Context: an optimization exercise on an open-source flow, tuned for small area, a short achievable clock period and few clock cycles per item. The choices shown serve that exercise and are no tape-out recipe.
In this exercise RTL edits were held to simulation tests only and were not proved equivalent to the original.

==> trial 51 <==
==> flow/design.v (excerpt) <==
module fsk_demod (
    input  wire        clk,
    input  wire        rst,           
    input  wire        start,
    input  wire [17:0] cfg_sr,
    input  wire [21:0] cfg_thresh,
    input  wire [16:0] cfg_nsamp,      
    output reg         busy,
    output reg         done,
    output wire [16:0] bitcount,
    input  wire        s_valid,
    output wire        s_ready,
    input  wire [15:0] s_cur,
    input  wire [15:0] s_del,
    output reg         w_valid,
    input  wire        w_ready,
    output wire [10:0] w_addr,
    output reg  [31:0] w_data
);
    localparam [1:0] LVL_0    = 2'd0,
                     LVL_127  = 2'd1,
                     LVL_254  = 2'd2,
                     LVL_NONE = 2'd3;
    reg         idle;         
    reg         srdy;
    reg  [17:0] sr;
    reg  [20:0] tq;           
    reg  [16:0] nrem;         
    reg         nz;           
    reg  [14:0] wc;           
  ...
==> flow/config.mk <==
export PLATFORM = sky130hd
export DESIGN_NAME = fsk_demod
export DESIGN_NICKNAME = fsk_demod
export VERILOG_FILES = /design/flow/design.v
export SDC_FILE = /design/flow/constraint.sdc
export NUM_CORES = 4
export LEC_CHECK = 0
export CAP_MARGIN = 50
export CORE_MARGIN = 2
export CORE_UTILIZATION = 40
export CTS_BUF_LIST = sky130_fd_sc_hd__clkbuf_8
export CTS_CLUSTER_DIAMETER = 80
export CTS_CLUSTER_SIZE = 30
export SLEW_MARGIN = 70
export SYNTH_HIERARCHICAL = 1
==> flow/constraint.sdc <==
create_clock -name core_clock -period 15.0 [get_ports {clk}]
set_input_delay 3.0000 -clock core_clock [delete_from_list [all_inputs] [get_ports {clk}]]
set_output_delay 3.0000 -clock core_clock [all_outputs]
set_load 0.01 [all_outputs]
standard.sh (not shown) runs the stock make flow with config.mk's settings and CLKGATE_MAP_FILE= SYNTH_SCRIPT=/design/flow/synth_recipe.tcl, a recipe that flattens the netlist after the stock synthesis.
==> flow/flow/run.sh <==
#!/bin/bash
# The standard layout (standard.sh: ORFS synthesis through finish, unchanged),
# except that the input and output ports are buffered with plain
# sky130_fd_sc_hd__buf_2 cells instead of the default delay buffers.
# The make output of every step goes to standard_flow.log; each ORFS tool
# writes its own full log under orfs/logs/.
set -euo pipefail
export BUFFER_PORTS_ARGS="-buffer_cell sky130_fd_sc_hd__buf_2"
bash standard.sh > standard_flow.log 2>&1
==> build 49 (differences from trial 51) <==
--- a/flow/design.v
+++ b/flow/design.v
@@ -60,23 +60,22 @@
     wire rdy_n  = nz && !(iw && flight);
     wire [39:0] ms, mc;
     fsk_mac u_mac (
         .a(pa), .b(pb),
         .c(nw ? {19'd0, tq} : as), .d(nw ? {40{1'b1}} : ac),
         .s(ms), .t(mc)
     );
-    wire [39:0] sa = ~as;
-    wire [39:0] sc = ~ac;
     wire [39:0] k2 = {18'd0, tq, 1'b1};                   
-    wire [39:0] ls = sa ^ sc ^ k2;
-    wire [39:0] lc = {(sa[38:0] & sc[38:0]) | (sa[38:0] & k2[38:0]) |
-                      (sc[38:0] & k2[38:0]), 1'b0};
+    wire [39:0] nk2 = ~k2;
+    wire [39:0] lsn = as ^ ac ^ nk2;
+    wire [39:0] lcn = {(as[38:0] & ac[38:0]) | (as[38:0] & nk2[38:0]) |
+                       (ac[38:0] & nk2[38:0]), 1'b1};
     wire sgn_gt, sgn_lt;
     fsk_sign40 u_sgt (.x(as), .y(ac), .s(sgn_gt));      
-    fsk_sign40 u_slt (.x(~ls), .y(~lc), .s(sgn_lt));    
+    fsk_sign40 u_slt (.x(lsn), .y(lcn), .s(sgn_lt));    
     wire [1:0]  lvl   = gtD ? LVL_254 : ltD ? LVL_0 : LVL_127;
     wire        first = (prev_lvl == LVL_NONE);
     wire        rend  = !first && (lvl != prev_lvl);
     wire        rnew  = rend || first;                     
     wire        pend  = !w[18];                            
     wire [18:0] u300  = {1'b0, u75, 2'b00};
     wire [18:0] win   = rnew ? {2'b00, sr[17:1]} : w;
--- a/flow/config.mk
+++ b/flow/config.mk
@@ -5,11 +5,11 @@
 export SDC_FILE = /design/flow/constraint.sdc
 export NUM_CORES = 4
 export LEC_CHECK = 0
 export CAP_MARGIN = 50
 export CORE_MARGIN = 2
 export CORE_UTILIZATION = 40
 export CTS_BUF_LIST = sky130_fd_sc_hd__clkbuf_8
-export CTS_CLUSTER_DIAMETER = 80
-export CTS_CLUSTER_SIZE = 30
+export CTS_CLUSTER_DIAMETER = 60
+export CTS_CLUSTER_SIZE = 20
 export SLEW_MARGIN = 70
 export SYNTH_HIERARCHICAL = 1
==> trial 30 (differences from trial 51) <==
--- a/flow/design.v
+++ b/flow/design.v
@@ -18,69 +18,73 @@
     output reg  [31:0] w_data
 );
     localparam [1:0] LVL_0    = 2'd0,
                      LVL_127  = 2'd1,
                      LVL_254  = 2'd2,
                      LVL_NONE = 2'd3;
     reg         idle;         
-    reg         srdy;
+    reg         srdy;         
+    reg         nrdy;         
     reg  [17:0] sr;
     reg  [20:0] tq;           
     reg  [16:0] nrem;         
     reg         nz;           
     reg  [14:0] wc;           
     reg         iw;           
     reg  [14:0] u75;          
     reg         fwin;         
     reg  [15:0] pa, pb;       
     reg         vI, eI;       
     reg  [39:0] as, ac;       
     reg         eA;           
     reg         nw;           
-    reg         gtD, ltD;     
+    reg  [1:0]  lvlD;         
+    reg         rendD;        
+    reg         rnewD;        
     reg         eD;
     reg  [1:0]  prev_lvl;
     reg  [18:0] w;            
     reg  [14:0] q;            
     reg         em;           
     reg         ebit;
     reg         fin;          
     reg         fl;           
     reg  [10:0] wa;
-    reg  [4:0]  wfill;
+    reg  [4:0]  wfill;        
+    reg  [4:0]  nwf;          
+    wire [4:0]  wf = ~nwf;
     assign s_ready  = srdy;
     assign w_addr   = wa;
     assign bitcount = {1'b0, wa, wfill};
-    wire fire   = s_valid && srdy;
+    wire fire   = s_valid && !nrdy;
     wire n1     = (nrem == 17'd1);
     wire n2     = (nrem == 17'd2);
     wire unit1  = (sr[17:3] < 15'd250);
     wire iw_f   = (iw ? unit1 : (wc < 15'd375)) || n2;    
     wire flight = eI || eA || eD || em;
     wire rdy_f  = !n1 && !(iw_f && (iw || flight));
     wire rdy_n  = nz && !(iw && flight);
     wire [39:0] ms, mc;
     fsk_mac u_mac (
         .a(pa), .b(pb),
         .c(nw ? {19'd0, tq} : as), .d(nw ? {40{1'b1}} : ac),
         .s(ms), .t(mc)
     );
-    wire [39:0] sa = ~as;
-    wire [39:0] sc = ~ac;
     wire [39:0] k2 = {18'd0, tq, 1'b1};                   
-    wire [39:0] ls = sa ^ sc ^ k2;
-    wire [39:0] lc = {(sa[38:0] & sc[38:0]) | (sa[38:0] & k2[38:0]) |
-                      (sc[38:0] & k2[38:0]), 1'b0};
+    wire [39:0] nk2 = ~k2;
+    wire [39:0] lsn = as ^ ac ^ nk2;
+    wire [39:0] lcn = {(as[38:0] & ac[38:0]) | (as[38:0] & nk2[38:0]) |
+                       (ac[38:0] & nk2[38:0]), 1'b1};
     wire sgn_gt, sgn_lt;
     fsk_sign40 u_sgt (.x(as), .y(ac), .s(sgn_gt));      
-    fsk_sign40 u_slt (.x(~ls), .y(~lc), .s(sgn_lt));    
-    wire [1:0]  lvl   = gtD ? LVL_254 : ltD ? LVL_0 : LVL_127;
+    fsk_sign40 u_slt (.x(lsn), .y(lcn), .s(sgn_lt));    
+    wire [1:0]  lvl   = !sgn_gt ? LVL_254 : sgn_lt ? LVL_0 : LVL_127;
     wire        first = (prev_lvl == LVL_NONE);
-    wire        rend  = !first && (lvl != prev_lvl);
-    wire        rnew  = rend || first;                     
+    wire        rend  = rendD;
+    wire        rnew  = rnewD;
     wire        pend  = !w[18];                            
     wire [18:0] u300  = {1'b0, u75, 2'b00};
     wire [18:0] win   = rnew ? {2'b00, sr[17:1]} : w;
     wire [18:0] wsub  = (rnew || pend) ? ~{1'b0, sr} : 19'h7ffff;
     wire [18:0] wnext = win + u300 + wsub + 19'd1;
     wire        tie   = !sr[0] && (w == 19'd0) && !q[0];
     wire        kinc  = pend && !tie;                      
@@ -89,16 +93,17 @@
     wire q_up = eD && (rend ? kinc : (pend && !first));
     wire [14:0] q_pm = q + (q_up ? 15'd1 : 15'h7fff);
     always @(posedge clk) begin
         pa  <= s_cur;
         pb  <= fire ? s_del : 16'd0;
         as  <= ms;
         ac  <= mc;
-        gtD <= !sgn_gt;
-        ltD <= sgn_lt;
+        lvlD  <= lvl;
+        rendD <= !first && (lvl != prev_lvl);
+        rnewD <= first || (lvl != prev_lvl);
         vI  <= fire;
         if (idle) begin
             sr       <= cfg_sr;
             tq       <= cfg_thresh[21:1];
             nrem     <= cfg_nsamp;
             nz       <= (cfg_nsamp != 17'd0);
             wc       <= cfg_sr[17:3];
@@ -108,82 +113,89 @@
             nw       <= 1'b1;
             prev_lvl <= LVL_NONE;
             q        <= 15'd0;
             fin      <= (cfg_nsamp == 17'd0);
             fl       <= 1'b0;
             wa       <= 11'd0;
             wfill    <= 5'd0;
+            nwf      <= 5'h1f;
         end else begin
             if (vI) nw <= eI;
             if (fire) begin
                 nrem <= nrem - 17'd1;
                 nz   <= !n1;
                 iw   <= iw_f;
                 wc   <= iw ? sr[17:3] : wc - 15'd125;
                 if (fwin) begin
                     u75 <= u75 + 15'd75;
                     if (iw) fwin <= 1'b0;
                 end
             end
             if (eD) begin
-                prev_lvl <= lvl;
+                prev_lvl <= lvlD;
                 w        <= wnext;
                 if (q_up) q <= q_pm;
                 if (rend) ebit <= (prev_lvl != LVL_0);
                 if (!nz) fin <= 1'b1;
             end
             if (emit) begin
                 w_data <= {ebit, w_data[31:1]};
                 q      <= q_pm;
-                if (!fl) wfill <= wfill + 5'd1;
+                if (!fl) begin
+                    wfill <= wfill + 5'd1;
+                    nwf   <= ~(wf + 5'd1);
+                end
             end
             if (take && !fl) wa <= wa + 11'd1;
-            if (!fl && fin && !em && !w_valid && wfill != 5'd0) begin
-                q    <= {10'd0, 5'd0 - wfill};
+            if (!fl && fin && !em && !w_valid && wf != 5'd0) begin
+                q    <= {10'd0, 5'd0 - wf};
                 ebit <= 1'b0;
                 fl   <= 1'b1;
             end
         end
         if (rst) begin
             busy    <= 1'b0;
             idle    <= 1'b1;
             srdy    <= 1'b0;
+            nrdy    <= 1'b1;
             done    <= 1'b0;
             w_valid <= 1'b0;
             eI <= 1'b0; eA <= 1'b0; eD <= 1'b0;
             em      <= 1'b0;
         end else begin
             done <= 1'b0;
             eI <= fire && iw;
             eA <= eI;
             eD <= eA;
             if (idle) begin
                 srdy <= start && (cfg_nsamp != 17'd0);
+                nrdy <= !(start && (cfg_nsamp != 17'd0));
                 if (start) begin
                     busy <= 1'b1;
                     idle <= 1'b0;
                 end
             end else begin
                 srdy <= fire ? rdy_f : rdy_n;
+                nrdy <= !(fire ? rdy_f : rdy_n);
                 if (eD && rend)
                     em <= (q != 15'd0) || kinc;
                 if (emit) begin
                     if (q == 15'd1) em <= 1'b0;
-                    if (fl ? (q == 15'd1) : (wfill == 5'd31)) w_valid <= 1'b1;
+                    if (fl ? (q == 15'd1) : (wf == 5'd31)) w_valid <= 1'b1;
                 end
-                if (take && !(emit && (fl ? (q == 15'd1) : (wfill == 5'd31))))
+                if (take && !(emit && (fl ? (q == 15'd1) : (wf == 5'd31))))
                     w_valid <= 1'b0;
                 if (fl) begin
                     if (take) begin
                         done <= 1'b1;
                         busy <= 1'b0;
                         idle <= 1'b1;
                     end
                 end else if (fin && !em && !w_valid) begin
-                    if (wfill != 5'd0) begin
+                    if (wf != 5'd0) begin
                         em <= 1'b1;
                     end else begin
                         done <= 1'b1;
                         busy <= 1'b0;
                         idle <= 1'b1;
                     end
                 end
==> flow/config.mk (replaced) <==
export PLATFORM = sky130hd
export DESIGN_NAME = fsk_demod
export DESIGN_NICKNAME = fsk_demod
export VERILOG_FILES = /design/flow/design.v
export SDC_FILE = /design/flow/constraint.sdc
export NUM_CORES = 4
export LEC_CHECK = 0
export CAP_MARGIN = 50
export CORE_MARGIN = 2
export CORE_UTILIZATION = 40
export CTS_CLUSTER_DIAMETER = 80
export CTS_CLUSTER_SIZE = 30
export SLEW_MARGIN = 70
export SYNTH_HIERARCHICAL = 1
==> summary of the runs <==
The lowest register-to-register slack belongs to build 49, the highest to trial 30.
Area after synthesis: trial 51 is smaller than trial 30 (1.5%).
Trial 30 produced a clean layout. Build 49 went through all stages and came out clean. Trial 51 produced a clean layout.
Between build 49 and trial 30, the lower wire length is in build 49 (gap 5.0%, measured against trial 30).
Worst hold slack, highest first: trial 51, trial 30, build 49.
Design area: trial 30 > trial 51 > build 49.
Synthesized cell count: trial 30 > trial 51 > build 49.
Testbench counts of trial 51, summed over its fixed seeds: cycles 96,560, samples 95,084.
Testbench counts of build 49, summed over its fixed seeds: cycles 96,560, samples 95,084.
Testbench counts of trial 30, summed over its fixed seeds: cycles 96,560, samples 95,084.

[afterwards: timing with drivers on the ports]
No port has a modelled driver above. Below, the same layouts with a new extraction and two added sets of constraints. Step 1 assumes that a clkbuf_16 drives the clock port and a buf_2 every other input. Step 2 also shifts input and output timing later by t, the mid clock arrival at the registers, as if the neighbouring blocks saw the same clock. Slacks: ideal / step 1 / step 2; pairs: ideal / step 1.
run	t (ns)	slack for setup (ns)	hold WS [ns]	latest minus earliest clock arrival (ns)
trial 51	0.691	10.569 / 10.517 / 10.233	0.454 / 0.454 / 0.454	0.030 / 0.030
build 49	0.659	10.381 / 10.381 / 10.368	0.451 / 0.451 / 0.451	0.060 / 0.060
trial 30	0.639	10.789 / 10.734 / 10.293	0.452 / 0.452 / 0.452	0.028 / 0.027
After both steps setup and hold are still met in every run listed. For trial 30, which loses most, drivers alone change the setup slack by -0.055 ns; drivers and shift together by -0.496 ns.
